This is an optimization exercise on Yosys and OpenROAD, whose aim is small area, not a production implementation.
Function was checked by simulation only, so behaviour that the tests miss may differ from the original.
No activity file was given, so power comes from the tool's default toggle rates.

==> run.sh <==
#!/bin/bash
# synth_recipe.tcl (not shown) runs the flow's synth.tcl, then flattens the netlist and writes it again
# the make line also repeats each setting of config.mk as NAME=value (left out here)
make -C /OpenROAD-flow-scripts/flow DESIGN_CONFIG=/design/flow/config.mk WORK_HOME=/design/flow/orfs CLKGATE_MAP_FILE= SYNTH_SCRIPT=/design/flow/synth_recipe.tcl finish
==> config.mk <==
export PLATFORM = sky130hd
export DESIGN_NAME = tr1_demod
export DESIGN_NICKNAME = tr1_demod
export VERILOG_FILES = /design/flow/design.v
export SDC_FILE = /design/flow/constraint.sdc
export NUM_CORES = 4
export LEC_CHECK = 0
export CAP_MARGIN = 20
export CORE_MARGIN = 2
export CORE_UTILIZATION = 40
export SLEW_MARGIN = 20
==> constraint.sdc <==
create_clock -name core_clock -period 16.0 [get_ports {clk}]
set_input_delay 3.2000 -clock core_clock [delete_from_list [all_inputs] [get_ports {clk}]]
set_output_delay 3.2000 -clock core_clock [all_outputs]
set_load 0.01 [all_outputs]
==> design.v <==
module tr1_demod (
    input  wire               clk,
    input  wire               rst,         
    input  wire               start,       
    input  wire [1:0]         car,         
    input  wire [1:0]         lc,          
    input  wire               in_valid,
    input  wire signed [11:0] in_sample,
    input  wire               finish,      
    output reg                lv_valid,
    output reg  [1:0]         lv_count,    
    output reg  [5:0]         lv_data,     
    output reg                done,
    output reg  [7:0]         status       
);
    localparam [1:0] CAR_ASK = 2'd0, CAR_FSK = 2'd1, CAR_QAM = 2'd2;
    localparam [1:0] LC_NRZ = 2'd0, LC_MAN = 2'd1, LC_AMI = 2'd2;
    localparam [1:0] LV_ZERO = 2'b00, LV_POS = 2'b01, LV_NEG = 2'b11;
    localparam [3:0] ERR_CONFIG = 4'd5, ERR_SIGNAL = 4'd6;
    localparam [3:0] STAGE_COMMAND = 4'd1, STAGE_CARRIER = 4'd7;
    localparam [17:0] ASK_HI = 18'd12800;
    localparam [17:0] ASK_LO = 18'd6400;
    localparam [53:0] QAM_R2_LO  = 54'd2684354560000;    
    localparam [53:0] QAM_R2_MID = 54'd24159191040000;   
    reg       active;
    reg [1:0] cur_car;
    reg [1:0] cur_lc;
    reg       cfg_err;
    reg       sig_err;
    reg       partial;
    reg       fin_pending;
    reg       pol_neg;           
    wire take = active && in_valid && !cfg_err && !sig_err;
    reg [6:0] k;                 
    reg [6:0] m_s2, m_c2, m_s4, m_c4;
    reg        [17:0] acc_abs;
    reg signed [26:0] acc_s2, acc_c2, acc_s4, acc_c4;
    wire signed [9:0] t_s2, t_c2, t_s4, t_c4;
    tr1_sintab u_tab_s2 (.m(m_s2), .v(t_s2));
    tr1_sintab u_tab_c2 (.m(m_c2), .v(t_c2));
    tr1_sintab u_tab_s4 (.m(m_s4), .v(t_s4));
    tr1_sintab u_tab_c4 (.m(m_c4), .v(t_c4));
    wire [7:0] m_s2_inc = {1'b0, m_s2} + 8'd2;
    wire [7:0] m_c2_inc = {1'b0, m_c2} + 8'd2;
    wire [7:0] m_s4_inc = {1'b0, m_s4} + 8'd4;
    wire [7:0] m_c4_inc = {1'b0, m_c4} + 8'd4;
    wire [7:0] m_s2_nxt = (m_s2_inc >= 8'd100) ? m_s2_inc - 8'd100 : m_s2_inc;
    wire [7:0] m_c2_nxt = (m_c2_inc >= 8'd100) ? m_c2_inc - 8'd100 : m_c2_inc;
    wire [7:0] m_s4_nxt = (m_s4_inc >= 8'd100) ? m_s4_inc - 8'd100 : m_s4_inc;
    wire [7:0] m_c4_nxt = (m_c4_inc >= 8'd100) ? m_c4_inc - 8'd100 : m_c4_inc;
    wire signed [20:0] p_s2 = in_sample * t_s2;
    wire signed [20:0] p_c2 = in_sample * t_c2;
    wire signed [20:0] p_s4 = in_sample * t_s4;
    wire signed [20:0] p_c4 = in_sample * t_c4;
    wire        [11:0] a_in = in_sample[11] ? -in_sample : in_sample;
    wire        [17:0] sum_abs = acc_abs + {6'd0, a_in};
    wire signed [26:0] sum_s2  = acc_s2 + p_s2;
    wire signed [26:0] sum_c2  = acc_c2 + p_c2;
    wire signed [26:0] sum_s4  = acc_s4 + p_s4;
    wire signed [26:0] sum_c4  = acc_c4 + p_c4;
    reg               snap_valid;
    reg        [17:0] snap_abs;
    reg signed [26:0] snap_s2, snap_c2, snap_s4, snap_c4;
    wire [53:0] sq_s2 = snap_s2 * snap_s2;
    wire [53:0] sq_c2 = snap_c2 * snap_c2;
    wire [53:0] sq_s4 = snap_s4 * snap_s4;
    wire [53:0] sq_c4 = snap_c4 * snap_c4;
    wire [53:0] e2 = sq_s2 + sq_c2;      
    wire [53:0] e4 = sq_s4 + sq_c4;      
    wire [26:0] abs_i = snap_s2[26] ? -snap_s2 : snap_s2;
    wire [26:0] abs_q = snap_c2[26] ? -snap_c2 : snap_c2;
    reg       dec_err;
    reg [1:0] dec_n;             
    reg [2:0] dec_p;             
    reg [1:0] ph;
    always @(*) begin
        dec_err = 1'b0;
        dec_n   = 2'd1;
        dec_p   = 3'b000;
        ph      = 2'd0;
        case (cur_car)
            CAR_ASK: begin
                if (snap_abs > ASK_HI)      dec_p[0] = 1'b1;
                else if (snap_abs < ASK_LO) dec_p[0] = 1'b0;
                else                        dec_err  = 1'b1;
            end
            CAR_FSK: begin
                if (e4 > e2)      dec_p[0] = 1'b1;
                else if (e2 > e4) dec_p[0] = 1'b0;
                else              dec_err  = 1'b1;
            end
            default: begin
                dec_n = 2'd3;
                if (e2 < QAM_R2_LO || e2 == QAM_R2_MID) dec_err = 1'b1;
                if (abs_i > abs_q)      ph = snap_s2[26] ? 2'd2 : 2'd0;
                else if (abs_q > abs_i) ph = snap_c2[26] ? 2'd3 : 2'd1;
                else                    dec_err = 1'b1;
                dec_p[0] = ph[1];
                dec_p[1] = ph[0];
                dec_p[2] = (e2 > QAM_R2_MID);
            end
        endcase
    end
    reg [5:0] rec_data;
    reg       rec_pol;
    integer   i;
    always @(*) begin
        rec_data = 6'd0;
        rec_pol  = pol_neg;
        for (i = 0; i < 3; i = i + 1) begin
            if (i < dec_n) begin
                case (cur_lc)
                    LC_NRZ: rec_data[2*i +: 2] = dec_p[i] ? LV_POS : LV_NEG;
                    LC_MAN: rec_data[2*i +: 2] = dec_p[i] ? LV_POS : LV_ZERO;
                    default: begin
                        if (dec_p[i]) begin
                            rec_data[2*i +: 2] = rec_pol ? LV_NEG : LV_POS;
                            rec_pol = ~rec_pol;
                        end else begin
                            rec_data[2*i +: 2] = LV_ZERO;
                        end
                    end
                endcase
            end
        end
    end
    always @(posedge clk) begin
        if (rst) begin
            active      <= 1'b0;
            cur_car     <= 2'd0;
            cur_lc      <= 2'd0;
            cfg_err     <= 1'b0;
            sig_err     <= 1'b0;
            partial     <= 1'b0;
            fin_pending <= 1'b0;
            pol_neg     <= 1'b0;
            k           <= 7'd0;
            m_s2        <= 7'd0;
            m_c2        <= 7'd25;
            m_s4        <= 7'd0;
            m_c4        <= 7'd25;
            acc_abs     <= 18'd0;
            acc_s2      <= 27'sd0;
            acc_c2      <= 27'sd0;
            acc_s4      <= 27'sd0;
            acc_c4      <= 27'sd0;
            snap_valid  <= 1'b0;
            snap_abs    <= 18'd0;
            snap_s2     <= 27'sd0;
            snap_c2     <= 27'sd0;
            snap_s4     <= 27'sd0;
            snap_c4     <= 27'sd0;
            lv_valid    <= 1'b0;
            lv_count    <= 2'd0;
            lv_data     <= 6'd0;
            done        <= 1'b0;
            status      <= 8'd0;
        end else begin
            lv_valid <= 1'b0;
            done     <= 1'b0;
            if (start) begin
                active      <= 1'b1;
                cur_car     <= car;
                cur_lc      <= lc;
                cfg_err     <= (car == 2'd3) || (lc == 2'd3);
                sig_err     <= 1'b0;
                partial     <= 1'b0;
                fin_pending <= 1'b0;
                pol_neg     <= 1'b0;
                k           <= 7'd0;
                m_s2        <= 7'd0;
                m_c2        <= 7'd25;
                m_s4        <= 7'd0;
                m_c4        <= 7'd25;
                acc_abs     <= 18'd0;
                acc_s2      <= 27'sd0;
                acc_c2      <= 27'sd0;
                acc_s4      <= 27'sd0;
                acc_c4      <= 27'sd0;
                snap_valid  <= 1'b0;
            end else begin
                snap_valid <= 1'b0;
                if (take) begin
                    m_s2 <= m_s2_nxt[6:0];
                    m_c2 <= m_c2_nxt[6:0];
                    m_s4 <= m_s4_nxt[6:0];
                    m_c4 <= m_c4_nxt[6:0];
                    if (k == 7'd99) begin
                        k          <= 7'd0;
                        acc_abs    <= 18'd0;
                        acc_s2     <= 27'sd0;
                        acc_c2     <= 27'sd0;
                        acc_s4     <= 27'sd0;
                        acc_c4     <= 27'sd0;
                        snap_valid <= 1'b1;
                        snap_abs   <= sum_abs;
                        snap_s2    <= sum_s2;
                        snap_c2    <= sum_c2;
                        snap_s4    <= sum_s4;
                        snap_c4    <= sum_c4;
                    end else begin
                        k       <= k + 7'd1;
                        acc_abs <= sum_abs;
                        acc_s2  <= sum_s2;
                        acc_c2  <= sum_c2;
                        acc_s4  <= sum_s4;
                        acc_c4  <= sum_c4;
                    end
                end
                if (snap_valid) begin
                    if (dec_err) begin
                        sig_err <= 1'b1;
                    end else begin
                        lv_valid <= 1'b1;
                        lv_count <= dec_n;
                        lv_data  <= rec_data;
                        pol_neg  <= rec_pol;
                    end
                end
                if (active && finish && !fin_pending) begin
                    fin_pending <= 1'b1;
                    partial     <= (k != 7'd0);
                end
                if (fin_pending) begin
                    fin_pending <= 1'b0;
                    active      <= 1'b0;
                    done        <= 1'b1;
                    if (cfg_err)
                        status <= {STAGE_COMMAND, ERR_CONFIG};
                    else if (partial || sig_err)
                        status <= {STAGE_CARRIER, ERR_SIGNAL};
                    else
                        status <= 8'd0;
                end
            end
        end
    end
endmodule
module tr1_sintab (
    input  wire [6:0]        m,
    output reg  signed [9:0] v
);
    always @(*) begin
        case (m)
            7'd0: v = 10'sd0;
            7'd1: v = 10'sd16;
            7'd2: v = 10'sd32;
            7'd3: v = 10'sd48;
            7'd4: v = 10'sd64;
            7'd5: v = 10'sd79;
            7'd6: v = 10'sd94;
            7'd7: v = 10'sd109;
            7'd8: v = 10'sd123;
            7'd9: v = 10'sd137;
            7'd10: v = 10'sd150;
            7'd11: v = 10'sd163;
            7'd12: v = 10'sd175;
            7'd13: v = 10'sd187;
            7'd14: v = 10'sd197;
            7'd15: v = 10'sd207;
            7'd16: v = 10'sd216;
            7'd17: v = 10'sd224;
            7'd18: v = 10'sd232;
            7'd19: v = 10'sd238;
            7'd20: v = 10'sd243;
            7'd21: v = 10'sd248;
            7'd22: v = 10'sd251;
            7'd23: v = 10'sd254;
            7'd24: v = 10'sd255;
            7'd25: v = 10'sd256;
            7'd26: v = 10'sd255;
            7'd27: v = 10'sd254;
            7'd28: v = 10'sd251;
            7'd29: v = 10'sd248;
            7'd30: v = 10'sd243;
            7'd31: v = 10'sd238;
            7'd32: v = 10'sd232;
            7'd33: v = 10'sd224;
            7'd34: v = 10'sd216;
            7'd35: v = 10'sd207;
            7'd36: v = 10'sd197;
            7'd37: v = 10'sd187;
            7'd38: v = 10'sd175;
            7'd39: v = 10'sd163;
            7'd40: v = 10'sd150;
            7'd41: v = 10'sd137;
            7'd42: v = 10'sd123;
            7'd43: v = 10'sd109;
            7'd44: v = 10'sd94;
            7'd45: v = 10'sd79;
            7'd46: v = 10'sd64;
            7'd47: v = 10'sd48;
            7'd48: v = 10'sd32;
            7'd49: v = 10'sd16;
            7'd50: v = 10'sd0;
            7'd51: v = -10'sd16;
            7'd52: v = -10'sd32;
            7'd53: v = -10'sd48;
            7'd54: v = -10'sd64;
            7'd55: v = -10'sd79;
            7'd56: v = -10'sd94;
            7'd57: v = -10'sd109;
            7'd58: v = -10'sd123;
            7'd59: v = -10'sd137;
            7'd60: v = -10'sd150;
            7'd61: v = -10'sd163;
            7'd62: v = -10'sd175;
            7'd63: v = -10'sd187;
            7'd64: v = -10'sd197;
            7'd65: v = -10'sd207;
            7'd66: v = -10'sd216;
            7'd67: v = -10'sd224;
            7'd68: v = -10'sd232;
            7'd69: v = -10'sd238;
            7'd70: v = -10'sd243;
            7'd71: v = -10'sd248;
            7'd72: v = -10'sd251;
            7'd73: v = -10'sd254;
            7'd74: v = -10'sd255;
            7'd75: v = -10'sd256;
            7'd76: v = -10'sd255;
            7'd77: v = -10'sd254;
            7'd78: v = -10'sd251;
            7'd79: v = -10'sd248;
            7'd80: v = -10'sd243;
            7'd81: v = -10'sd238;
            7'd82: v = -10'sd232;
            7'd83: v = -10'sd224;
            7'd84: v = -10'sd216;
            7'd85: v = -10'sd207;
            7'd86: v = -10'sd197;
            7'd87: v = -10'sd187;
            7'd88: v = -10'sd175;
            7'd89: v = -10'sd163;
            7'd90: v = -10'sd150;
            7'd91: v = -10'sd137;
            7'd92: v = -10'sd123;
            7'd93: v = -10'sd109;
            7'd94: v = -10'sd94;
            7'd95: v = -10'sd79;
            7'd96: v = -10'sd64;
            7'd97: v = -10'sd48;
            7'd98: v = -10'sd32;
            7'd99: v = -10'sd16;
            default: v = 10'sd0;
        endcase
    end
endmodule
==> flow_summary.yaml <==
synthesis:
  synth_largest_area_cell: "fa_1"
  ys_warn_count: 2
  async_flop_share: 0
  synth_area_leaders: "fa_1 51%, inv_1 11%, ha_1 9.6%"
  synth-seq-cells: 343
  syn-mean-instance-area_um2: 9.17
  synth_top_area_frac: 0.509
  synth_cell_types: 94
  synth_enable_flop_cells: 0
  synth_seq_area_share: 0.0515
  synth-main-ff-cell: "dfxtp_1"
  syn_area_um2: 133000
  synth_cells: 14542
routing:
  ant_nets: 0
  post_drt_wl_per_cell_um: 19.4
  dr.pass1.iters: 6
  avgViaCountPerCell: 4.99
  drt_iter0_markers: 5595
  num_vias: 93027
  drc: 0
  finalWirelength_um: 363000
pwr:
  p_sw_uw: 904
  swShare: 0.328
  internal-power_mw: 1.85
  p_per_area_nw_per_um2: 19.6
  seqPwrFrac: 0.318
  vdd_drop_max_uv: 71.7
  power.share.clock: 0.463
  combPwrFrac: 0.218
  p_leak_nw: 72.7
sta:
  final_max_slew_viol_count: 0
  slew_headroom: 0.195
  finalCritPeriodShare: 0.859
  finalClockSkew_ns: 0.0323
  rsz0062_at_grt: "no"
  setup_tns_ns: 0
  setup_viol: 0
  period_minus_slack_ns: 13.75
  final_hold_viol_count: 0
  worst_slew_pin_slew_ns: 1.21
  timing.fmax_ghz: 0.0727
critical_path:
  required_ns: 16.57
  crit_cells: 48
  crit_buf_inv: 9
  r2r_slack_ns: 2.25
  arrival_ns: 14.32
  critical_path_peak_fanout: 23
  crit_path_end_kind: "register"
  r2r_cells: 48
  cp_slowest_cell: "o41ai_1"
  crit_top_cell: "fa_1"
  cpPeakStageDelay_ns: 0.95
  crit_type: "register to register"
  cpLargestDelayFamily: "adder cells"
  start_kind: "register"
clock_tree:
  cts_root_buf: "clkbuf_16"
  post_cts_buffers: 0
  cts_resized: 0
  clk_pin_slew_ns: 0.07
  htreeDepth: 2
  numCtsBuffers: 49
  worstSkewPairLatency_ns: 0.68
  cts_tree: "done"
  hold_buffers: 0
  cts.sinks: 343
  clk_path_buf_depth: 3
place:
  portBuffers: 36
  dp.cells: 18565
  dpl.hpwl_um: 302000
  postPlaceCellArea_um2: 138000
  gp_congestion: 0.950
final_layout:
  nets: 18669
  drive_gt1_frac: 0.0242
  design_area_um2: 140000
  area_delta_synth_final_pct: 5.05
  fin_cells: 18657
worst_hold_path:
  hold_path.class: "register to register"
  hold_depth: 2
global_route:
  track_usage: 0.223
  grt_pass1_wl_um: 581000
  grt_pass1_vias: 102265
  grt_start_max_net_pins: 84
  grt_overflow: 0
  antenna_found_initial: 18
floorplan:
  core-area_um2: 333000
  num_rows: 212
  io_pins: 39
  fp.dieW_um: 581
  die_h_um: 581
  start_util: 0.401
  die-area_um2: 338000
job:
  max_cap_viol_count: 0
run_status:
  status: "timing/DRC/antenna clean"
-- layout make-up --
type                            instances  area [um2]
Tap cell                             4387        5490
Multi-Input combinational cell       9559      109000
Clock inverter                         32         490
Clock buffer                           58        1290
Timing Repair Buffer                  200        1540
Antenna cell                            2        5.00
Sequential cell                       343        6870
Fill cell                           33153      193000
Inverter                             4076       15300
-- logic make-up (layout without fill, tap and decap cells) --
| logic type | after synthesis | after routing | share of synthesized area |
|---|---|---|---|
| AO/OA/AOI/OAI | 1269 | 1269 | 0.0615 |
| multiplexers | 33 | 33 | 0.00253 |
| buffers and inverters | 4641 | 4366 | 0.131 |
| flip-flops | 343 | 343 | 0.0515 |
| AND/OR/NAND/NOR | 3359 | 3359 | 0.117 |
| XOR/XNOR | 475 | 475 | 0.0313 |
| other | 1 | 4 | 0.0000281 |
| adder cells (fa/ha/maj) | 4421 | 4421 | 0.606 |
-- placed cells by master, fill, tap and decap left out, types with 106 or more instances in the layout --
master	count
xnor2_1	362
fa_1	3390
nand2_1	1599
dfxtp_1	338
a21o_1	121
buf_4	163
nand3_1	106
o21ai_0	202
xor2_1	112
nor2_1	518
inv_1	4056
ha_1	1028
and2_1	641
a21oi_1	422
-- layer usage --
| metal | GRT usage | vias up | part of all wire |
|---|---|---|---|
| met1 | 0.290 | 48119 | 0.41 |
| met4 | 0.0986 | 10 | 0.054 |
| met3 | 0.0235 | 599 | 0.051 |
| li1 | - | 41996 | - |
| met5 | 0 | - | 0.00016 |
| met2 | 0.375 | 2303 | 0.48 |
-- path summary, 6_finish.rpt --
check	to	start
setup reg to reg	pol_neg$_SDFFE_PP0P_	snap_s4[10]$_SDFFE_PP0P_
hold / removal	snap_c2[4]$_SDFFE_PP0P_	snap_c2[4]$_SDFFE_PP0P_
setup / recovery	pol_neg$_SDFFE_PP0P_	snap_s4[10]$_SDFFE_PP0P_
hold reg to reg	snap_c2[4]$_SDFFE_PP0P_	snap_c2[4]$_SDFFE_PP0P_
-- state kept, by name, summed over array words and instances, names as in the netlist, 6 cells and up --
signal	cells
acc_c2	27
acc_c4	27
acc_s2	27
acc_s4	27
snap_c2	27
snap_c4	27
snap_s2	27
snap_s4	27
acc_abs	18
snap_abs	18
t_c2	10
t_c4	10
t_s2	9
t_s4	9
k	7
lv_data	6
m_c2	6
m_s2	6
-- metrics by stage --
step | utilization | worst slack [ns] | hold WS (ns) | power, mW
finish | 0.421 | 2.25 | 0.454 | 2.75
global route | 0.421 | 1.61 | 0.470 | 2.88
CTS | 0.421 | 2.33 | 0.454 | 2.78
detailed placement | 0.416 | 2.40 | 0.447 | 1.49
global placement | 0.416 | 2.21 | 0.443 | 1.49
floorplan | - | 3.79 | 0.436 | 1.34
-- synth_stat cells, types with 40 or more instances --
| library cell | n |
|---|---|
| nor2b_1 | 69 |
| and2_1 | 641 |
| a21o_1 | 121 |
| nand3_1 | 107 |
| nand2b_1 | 93 |
| a21oi_1 | 422 |
| inv_1 | 4056 |
| a211oi_1 | 42 |
| clkbuf_1 | 535 |
| fa_1 | 3391 |
| dfxtp_1 | 343 |
| ha_1 | 1028 |
| a22oi_1 | 91 |
| xnor2_1 | 362 |
| nor2_1 | 522 |
| nor3_1 | 96 |
| o21a_1 | 42 |
| nand4_1 | 40 |
| o21ai_0 | 202 |
| xor2_1 | 112 |
| nand2_1 | 1599 |
| a31oi_1 | 45 |
-- worst register-to-register path, delay by kind of cell, from the launching register on --
family	cells	cell delay, ns
AOI/OAI and AO/OA	14	4.26
DFF	1	0.31
muxes	3	0.56
buffers and inverters	9	1.27
adders and majority gates	15	6.21
and+or+nand+nor	6	0.88
xor gates and xnor gates	1	0.16
-- power groups by stage --
| stage | Sequential, mW | Clock [mW] | Combinational (mW) |
|---|---|---|---|
| 4_1_cts | 0.875 | 1.30 | 0.603 |
| 6_report | 0.876 | 1.28 | 0.601 |
| 5_1_grt | 0.877 | 1.33 | 0.676 |
| 3_3_place_gp | 0.894 | 0 | 0.595 |
| 3_5_place_dp | 0.894 | 0 | 0.598 |
| 2_1_floorplan | 0.885 | 0 | 0.451 |

[static timing again, ports no longer ideal]
No port has a modelled driver above. Below, the same layout with a new extraction and two added sets of constraints.
Step 1 sets driving cells, clkbuf_16 on the clock port and buf_2 on the other inputs (assumed; they add their load-dependent delay and slew).
Step 2 moves the port delays by t, midway between the first and last clock arrival at a register: inputs arrive t later, outputs are due t later. That takes back most of the time a late clock gives input paths.
Three values: ideal ports, drivers, drivers and shift; two values: the first two.
t (ns): 0.750
setup WS [ns]: 2.254 / 2.254 / 2.254
slew at the worst register clock pin (ns): 0.07 / 0.07
After both steps setup and hold are still met in this run. For this run, drivers alone change the setup slack by 0.000 ns; drivers and shift together by 0.000 ns.
